What follows belongs to an exercise in optimizing a design on an open flow for small area, a short achievable clock period and few clock cycles; a production flow would make more cautious choices.
Only simulation tests tie the RTL to the original design; equivalence was not proved.
No activity file was given, so power comes from the tool's default toggle rates.

==> harbor <==
## qr_frontend
module qr_frontend (
    input  wire       clk,
    input  wire       rst,
    input  wire       start,
    input  wire [5:0] version,
    output wire       busy,
    output wire       grid_re,
    output wire [7:0] grid_row,
    output wire [7:0] grid_col,
    input  wire       grid_bit,
    output reg        fmt_valid,
    output reg  [1:0] fmt_level,
    output reg  [2:0] fmt_mask,
    output reg  [4:0] fmt_fidx,
    output reg  [4:0] fmt_fdist,
    output reg        cw_valid,
    output reg  [7:0] cw_data
);
  localparam S_IDLE = 3'd0;
  localparam S_FMT  = 3'd1;    
  localparam S_SRCH = 3'd2;    
  localparam S_SCAN = 3'd3;
  localparam S_DR1  = 3'd4;
  localparam S_DR2  = 3'd5;
  localparam S_DR3  = 3'd6;
  localparam S_PRE  = 3'd7;    
  reg  [2:0] state;
  reg        busy_r;
  assign busy = busy_r;
  wire       st_idle = (state == S_IDLE);
  wire       st_fmt  = (state == S_FMT);
  wire       st_srch = (state == S_SRCH);
  wire       st_scan = (state == S_SCAN);
  wire       st_pre  = (state == S_PRE);
  reg  [5:0] ver;
  reg  [4:0] fk;
  reg  [7:0] ro;          
  reg  [7:0] g;           
  reg        re;          
  assign grid_row = ro;
  assign grid_col = g;
  assign grid_re  = re;
  wire [3:0] sm1_w;
  reg  [3:0] sm1;         
  qr_align_rom u_rom (.version(ver), .sm1(sm1_w));
  wire [3:0] sm2 = sm1 - 4'd1;
  reg  [1:0] vm3;         
  wire [2:0] vm3x = {vm3, ver[3'd5 - fk[2:0]]};
  wire [1:0] vm3n = (vm3x >= 3'd3) ? vm3x[1:0] - 2'd3 : vm3x[1:0];
  wire [1:0] r3i  = (vm3 == 2'd2) ? 2'd0 : vm3 + 2'd1;                   
  wire [2:0] c6i  = (vm3 == 2'd1) ? 3'd4 : (vm3 == 2'd2) ? 3'd2 : 3'd0;  
  wire       v1 = (ver == 6'd1);
  wire       vi = (ver >= 6'd7);
  wire [5:0] ver2 = ver + 6'd2;
  wire [5:0] ver4 = ver + 6'd4;
  reg        gbq;         
  reg        mpq;         
  reg        rv1, rv2;    
  reg  [14:0] H;
  reg  [14:0] A;          
  reg  [3:0]  ndis;       
  reg  [3:0]  s12;        
  reg         s2v, s3v, s4v;
  reg  [4:0]  bidx;       
  reg  [3:0]  best;
  reg  [6:0]  sh;         
  wire [2:0]  q1   = sh[2:0];
  wire [2:0]  q2   = sh[5:3];
  wire [2:0]  q3   = nbits;
  wire [14:0] fdelta;
  qr_fcw_rom u_fcw (.idx(fk), .fdelta(fdelta));
  wire [14:0] fx  = A & (H ^ 15'h5412);
  ...
Settings: LEC_CHECK=0, CAP_MARGIN=25, CORE_MARGIN=2, CORE_UTILIZATION=40, PLACE_DENSITY=0.6, SLEW_MARGIN=60; clock period 11.0 ns.
standard.sh (not shown) runs the stock make flow with config.mk's settings and CLKGATE_MAP_FILE= SYNTH_SCRIPT=/design/flow/synth_recipe.tcl, a recipe that flattens the netlist after the stock synthesis.
==> flow/flow/run.sh <==
#!/bin/bash
set -euo pipefail
export BUFFER_PORTS_ARGS="-buffer_cell sky130_fd_sc_hd__buf_2"
bash standard.sh > standard_flow.log 2>&1
==> inputs of xenon, as changes to harbor <==
--- a/flow/design.v
+++ b/flow/design.v
@@ -142,46 +142,45 @@
   reg        rv1, rv2;    
   reg  [14:0] H;
   reg  [14:0] A;          
   reg  [3:0]  ndis;       
   reg  [3:0]  s12;        
   reg         s2v, s3v, s4v;
   reg  [4:0]  bidx;       
   reg  [3:0]  best;
-  reg  [6:0]  sh;         
-  wire [2:0]  q1   = sh[2:0];
-  wire [2:0]  q2   = sh[5:3];
+  wire [2:0]  q1   = cw_data[2:0];
+  wire [2:0]  q2   = cw_data[5:3];
   wire [2:0]  q3   = nbits;
   wire [14:0] fdelta;
   qr_fcw_rom u_fcw (.idx(fk), .fdelta(fdelta));
   wire [14:0] fx  = A & (H ^ 15'h5412);
   wire [2:0]  pc1 = fx[0] + fx[1] + fx[2] + fx[3] + fx[4];
   wire [2:0]  pc2 = fx[5] + fx[6] + fx[7] + fx[8] + fx[9];
   wire [2:0]  pc3 = fx[10] + fx[11] + fx[12] + fx[13] + fx[14];
   wire [4:0]  t3   = fk - 5'd2;                           
   wire        take = s3v && ((st_srch && fk == 5'd2) || (s12 < best));
   wire [2:0]  mask = bidx[2:0] ^ 3'b101;
   reg  [7:0] sr;          
   reg  [7:0] cR;          
-  wire [2:0] pp = A[9:7];          
-  wire [3:0] mh = A[3:0];          
-  wire [2:0] c6 = A[6:4];          
-  wire [2:0] gj = A[13:11];   
-  wire [3:0] rb = H[3:0];          
-  wire [4:0] m = H[8:4];           
-  wire       ml1 = H[9];         
-  wire       ml2 = H[10];         
-  wire [1:0] r3 = H[12:11];          
+  reg  [2:0] pp;          
+  reg  [3:0] mh;          
+  reg  [2:0] c6;          
+  reg  [2:0] gj;          
+  reg  [3:0] rb;          
+  reg  [4:0] m;           
+  reg        ml1;         
+  reg        ml2;         
+  reg  [1:0] r3;          
   reg        up;          
-  wire       lsel = A[10];        
-  wire       TL = H[14];          
+  reg        lsel;        
+  reg        TL;          
   reg  [1:0] NX;          
   reg  [1:0] TN;          
-  wire       E = H[13];           
+  reg        E;           
   function [2:0] jres;
     input [2:0] x;
     input [2:0] d;
     reg   [2:0] y;
     begin
       case ({d, x})
         {3'd0, 3'd0}: jres = 3'd0;
         {3'd0, 3'd1}: jres = 3'd1;
@@ -320,29 +319,28 @@
   wire [7:0] cRnm1 = c8 ? 8'd4 : cR - 8'd3;
   wire [7:0] srn   = up ? sr - 8'd1 : sr + 8'd1;
   wire [2:0] gj0   = jres(c6, 3'd0);
   wire [2:0] gj1   = jres(c6, 3'd1);
   wire [2:0] gjn   = c8 ? jres(c6, 3'd3) : jres(c6, 3'd2);
   wire [2:0] gjn1  = c8 ? jres(c6, 3'd4) : jres(c6, 3'd3);
   wire mp;
   qr_mask_pred u_mp (.m(mask), .i0(sr[0]), .i1(sr[1]), .i3(r3),
-                     .j0(gj[0] ^ gj[2]), .j3(gj[1:0]), .jd(gj[2]), .p(mp));
+                     .j0(g[0]), .j3(gj[1:0]), .jd(gj[2]), .p(mp));
   reg [2:0] nbits;        
   always @(posedge clk) begin
     fmt_valid <= 1'b0;
     cw_valid  <= 1'b0;
     gbq <= grid_bit ^ mpq;
     mpq <= st_scan && re && mp;
     rv1 <= st_scan && re;
     rv2 <= rv1;
     sm1 <= sm1_w;
-    cw_data <= {sh, gbq};    
     if (rv2) begin
-      sh      <= {sh[5:0], gbq};
+      cw_data <= {cw_data[6:0], gbq};
       nbits   <= nbits + 3'd1;
       if (nbits == 3'd7)
         cw_valid <= 1'b1;
     end
     case (state)
       S_IDLE: begin
         ver  <= version;
         fk   <= 5'd0;
@@ -358,31 +356,32 @@
           state  <= S_FMT;
         end
       end
       S_FMT: begin
         fk <= fk + 5'd1;
         if (fk <= 5'd5)
           vm3 <= vm3n;
         if (fk <= 5'd13) begin
-          g  <= 8'd8;
-          cR <= {ver4, 2'b00};                                
+          g <= 8'd8;
           if (fk == 5'd5) begin
             ro <= 8'd7;  sr <= 8'd7;
           end else if (fk == 5'd7) begin
             ro <= {ver2, 2'b10};  sr <= {ver2, 2'b10};        
           end else begin
             ro <= srn;  sr <= srn;
           end
-        end else begin
+        end else if (fk == 5'd14) begin
           ro <= 8'd8;
+          g  <= {ver4, 2'b00};                                
+          cR <= {ver4, 2'b00};
           sr <= {ver4, 2'b00};                                
-          if (fk == 5'd14) begin
-            g <= cR;  cR <= cR;                               
-          end else if (fk == 5'd22) begin
+        end else begin
+          ro <= 8'd8;
+          if (fk == 5'd22) begin
             g <= 8'd7;  cR <= 8'd7;
           end else if (fk == 5'd23) begin
             g <= 8'd5;  cR <= 8'd5;
           end else begin
             g <= cRm1;  cR <= cRm1;
           end
         end
         re <= (fk <= 5'd28);
@@ -393,89 +392,89 @@
           A    <= {~(gbq ^ H[0]), A[14:1]};
           ndis <= ndis + {3'd0, gbq ^ H[0]};
         end
         if (fk == 5'd31)
           state <= S_SRCH;
       end
       S_PRE: begin
         fk    <= fk + 5'd1;
-        H[3:0]   <= 4'd0;
-        H[8:4]    <= 5'd8;
-        H[9]  <= 1'b0;
-        H[10]  <= 1'b0;
-        H[12:11]   <= r3i;
-        A[9:7]   <= 3'd7;
-        A[3:0]   <= 4'd5;
-        A[6:4]   <= c6i;
-        A[10] <= 1'b1;
-        H[14]   <= 1'b0;
-        H[13]    <= 1'b1;
         re    <= 1'b0;
         g     <= 8'd8;
         ro    <= sr;
         state <= S_SCAN;
       end
       S_SRCH: begin
         fk <= fk + 5'd1;
         H  <= H ^ fdelta;
         re <= 1'b0;
         g  <= 8'd8;
         ro <= sr;
+        rb   <= 4'd0;
+        m    <= 5'd8;
+        ml1  <= 1'b0;
+        ml2  <= 1'b0;
+        r3   <= r3i;
         cR   <= {ver4, 2'b10};                              
+        pp   <= 3'd7;
+        mh   <= 4'd5;
+        c6   <= c6i;
         up   <= 1'b0;
+        lsel <= 1'b1;
+        TL   <= 1'b0;
+        E    <= 1'b1;
         TN   <= 2'b11;                                      
         if (fk == 5'd31)
           state <= S_PRE;
       end
       S_SCAN: begin
         ro <= sr;
         if (go_left) begin
           g    <= cRm1;
-          A[13:11]   <= gj1;
-          A[10] <= 1'b1;
+          gj   <= gj1;
+          lsel <= 1'b1;
           re   <= 1'b1;
         end else if (go_turn) begin
           up   <= !up;
           cR   <= cRn;
-          A[9:7]   <= (pp == 3'd6) ? 3'd6 : ppn;
-          A[3:0]   <= (mh == 4'd0) ? sm1 : mh - 4'd1;
-          A[6:4]   <= c8 ? ((c6 >= 3'd3) ? c6 - 3'd3 : c6 + 3'd3)
+          pp   <= (pp == 3'd6) ? 3'd6 : ppn;
+          mh   <= (mh == 4'd0) ? sm1 : mh - 4'd1;
+          c6   <= c8 ? ((c6 >= 3'd3) ? c6 - 3'd3 : c6 + 3'd3)
                      : ((c6 >= 3'd2) ? c6 - 3'd2 : c6 + 3'd4);
           g    <= TN[1] ? cRn : cRnm1;
-          A[13:11]   <= TN[1] ? gjn : gjn1;
-          A[10] <= !TN[1];
+          gj   <= TN[1] ? gjn : gjn1;
+          lsel <= !TN[1];
           re   <= TN[1] || TN[0];
-          H[14]   <= TN[0];
+          TL   <= TN[0];
           NX   <= {!nd_tr, !nd_tl};
-          H[13]    <= 1'b0;
+          E    <= 1'b0;
         end else begin
           ro <= srn;
           sr <= srn;
           if (up) begin
-            H[3:0]  <= (rb >= 4'd12) ? 4'd13 : rb + 4'd1;
-            H[8:4]   <= (m == 5'd0) ? {sm1, 1'b1} : m - 5'd1;
-            H[9] <= (m == 5'd0);
-            H[10] <= ml1;
-            H[12:11]  <= (r3 == 2'd0) ? 2'd2 : r3 - 2'd1;
-            H[13]   <= (sr == 8'd1);
+            rb  <= (rb >= 4'd12) ? 4'd13 : rb + 4'd1;
+            m   <= (m == 5'd0) ? {sm1, 1'b1} : m - 5'd1;
+            ml1 <= (m == 5'd0);
+            ml2 <= ml1;
+            r3  <= (r3 == 2'd0) ? 2'd2 : r3 - 2'd1;
+            E   <= (sr == 8'd1);
           end else begin
-            H[3:0]  <= (rb != 4'd13) ? rb - 4'd1 :
+            rb  <= (rb != 4'd13) ? rb - 4'd1 :
                    (sr == {ver, 2'b11}) ? 4'd12 : 4'd13;   
-            H[8:4]   <= ml1 ? 5'd0 : m + 5'd1;
-            H[9] <= ml2;
-            H[10] <= (m == {sm2, 1'b1});
-            H[12:11]  <= (r3 == 2'd2) ? 2'd0 : r3 + 2'd1;
-            H[13]   <= (rb == 4'd1);
+            m   <= ml1 ? 5'd0 : m + 5'd1;
+            ml1 <= ml2;
+            ml2 <= (m == {sm2, 1'b1});
+            r3  <= (r3 == 2'd2) ? 2'd0 : r3 + 2'd1;
+            E   <= (rb == 4'd1);
           end
           g    <= NX[1] ? cR : cRm1;
-          A[13:11]   <= NX[1] ? gj0 : gj1;
-          A[10] <= !NX[1];
+          gj   <= NX[1] ? gj0 : gj1;
+          lsel <= !NX[1];
           re   <= NX[1] || NX[0];
-          H[14]   <= NX[0];
+          TL   <= NX[0];
           NX   <= {!nd_2r, !nd_2l};
           TN   <= {!nd_1r, !nd_1l};
         end
         if (scan_end) begin
           re    <= 1'b0;
           state <= S_DR1;
         end
       end
@@ -503,18 +502,18 @@
         busy_r <= 1'b0;
       end
     endcase
     s2v <= st_srch;
     s3v <= s2v;
     s4v <= s3v && (t3 == 5'd31);
     s12 <= {1'b0, q1} + {1'b0, q2} + {1'b0, q3};
     if (st_srch) begin
-      sh[2:0] <= pc1;
-      sh[5:3] <= pc2;
+      cw_data[2:0] <= pc1;
+      cw_data[5:3] <= pc2;
       nbits        <= pc3;
     end
     if (take) begin
       best <= s12;
       bidx <= t3;
     end
     fmt_fidx  <= bidx;
     fmt_level <= bidx[4:3] ^ 2'b10;
==> flow/config.mk (replaced) <==
export PLATFORM = sky130hd
export DESIGN_NAME = qr_frontend
export DESIGN_NICKNAME = qr_frontend
export VERILOG_FILES = /design/flow/design.v
export SDC_FILE = /design/flow/constraint.sdc
export NUM_CORES = 4
export LEC_CHECK = 0
export CAP_MARGIN = 20
export CORE_MARGIN = 2
export CORE_UTILIZATION = 40
export PLACE_DENSITY = 0.6
export SLEW_MARGIN = 20
==> notes <==
Cell count: harbor is lower than xenon (about 1.2%).
In harbor the non-clock buffer count is higher than in xenon, by 24.
Against harbor, the core utilization of xenon is lower by 1.4 points.
Against xenon, the total power of harbor is larger by about 13%.
harbor completed without violations. xenon ran to the end with no violations.
Sequential power: harbor is smaller than xenon (about 7%).
Between harbor and xenon, the lower first-iteration DRC count is in harbor (gap 7.0%, measured against xenon).
Against harbor, the die area of xenon is larger by 6.9%.
Of xenon and harbor, xenon has the higher clock power (gap about 2%, measured against harbor).
Of xenon and harbor, xenon has the higher flip-flop and latch count (gap 22).
Testbench counts of harbor, summed over its fixed seeds: cycles 1,399,588.
Testbench counts of xenon, summed over its fixed seeds: cycles 1,399,588.

re-timing with driven ports:
No port has a modelled driver above. Below, the same layouts with a new extraction and two added sets of constraints.
Step 1, drivers: a clkbuf_16 drives clk and a buf_2 each remaining input, both assumed.
Step 2, shift: input delay + t, output delay - t, t = (earliest + latest rising clock arrival at the registers) / 2. This alone moves slack from input paths to output paths.
a / b / c = ideal / step 1 / step 2; a / b = the first two.
| run | t (ns) | slack for setup (ns) | worst setup path after step 2 | worst data-port slew with drivers (ns) |
|---|---|---|---|---|
| harbor | 0.481 | 7.854 / 7.800 / 7.879 | input to register | 0.03 |
| xenon | 0.492 | 7.677 / 7.677 / 7.677 | register to register | 0.04 |
After both steps setup and hold are still met in every run listed.
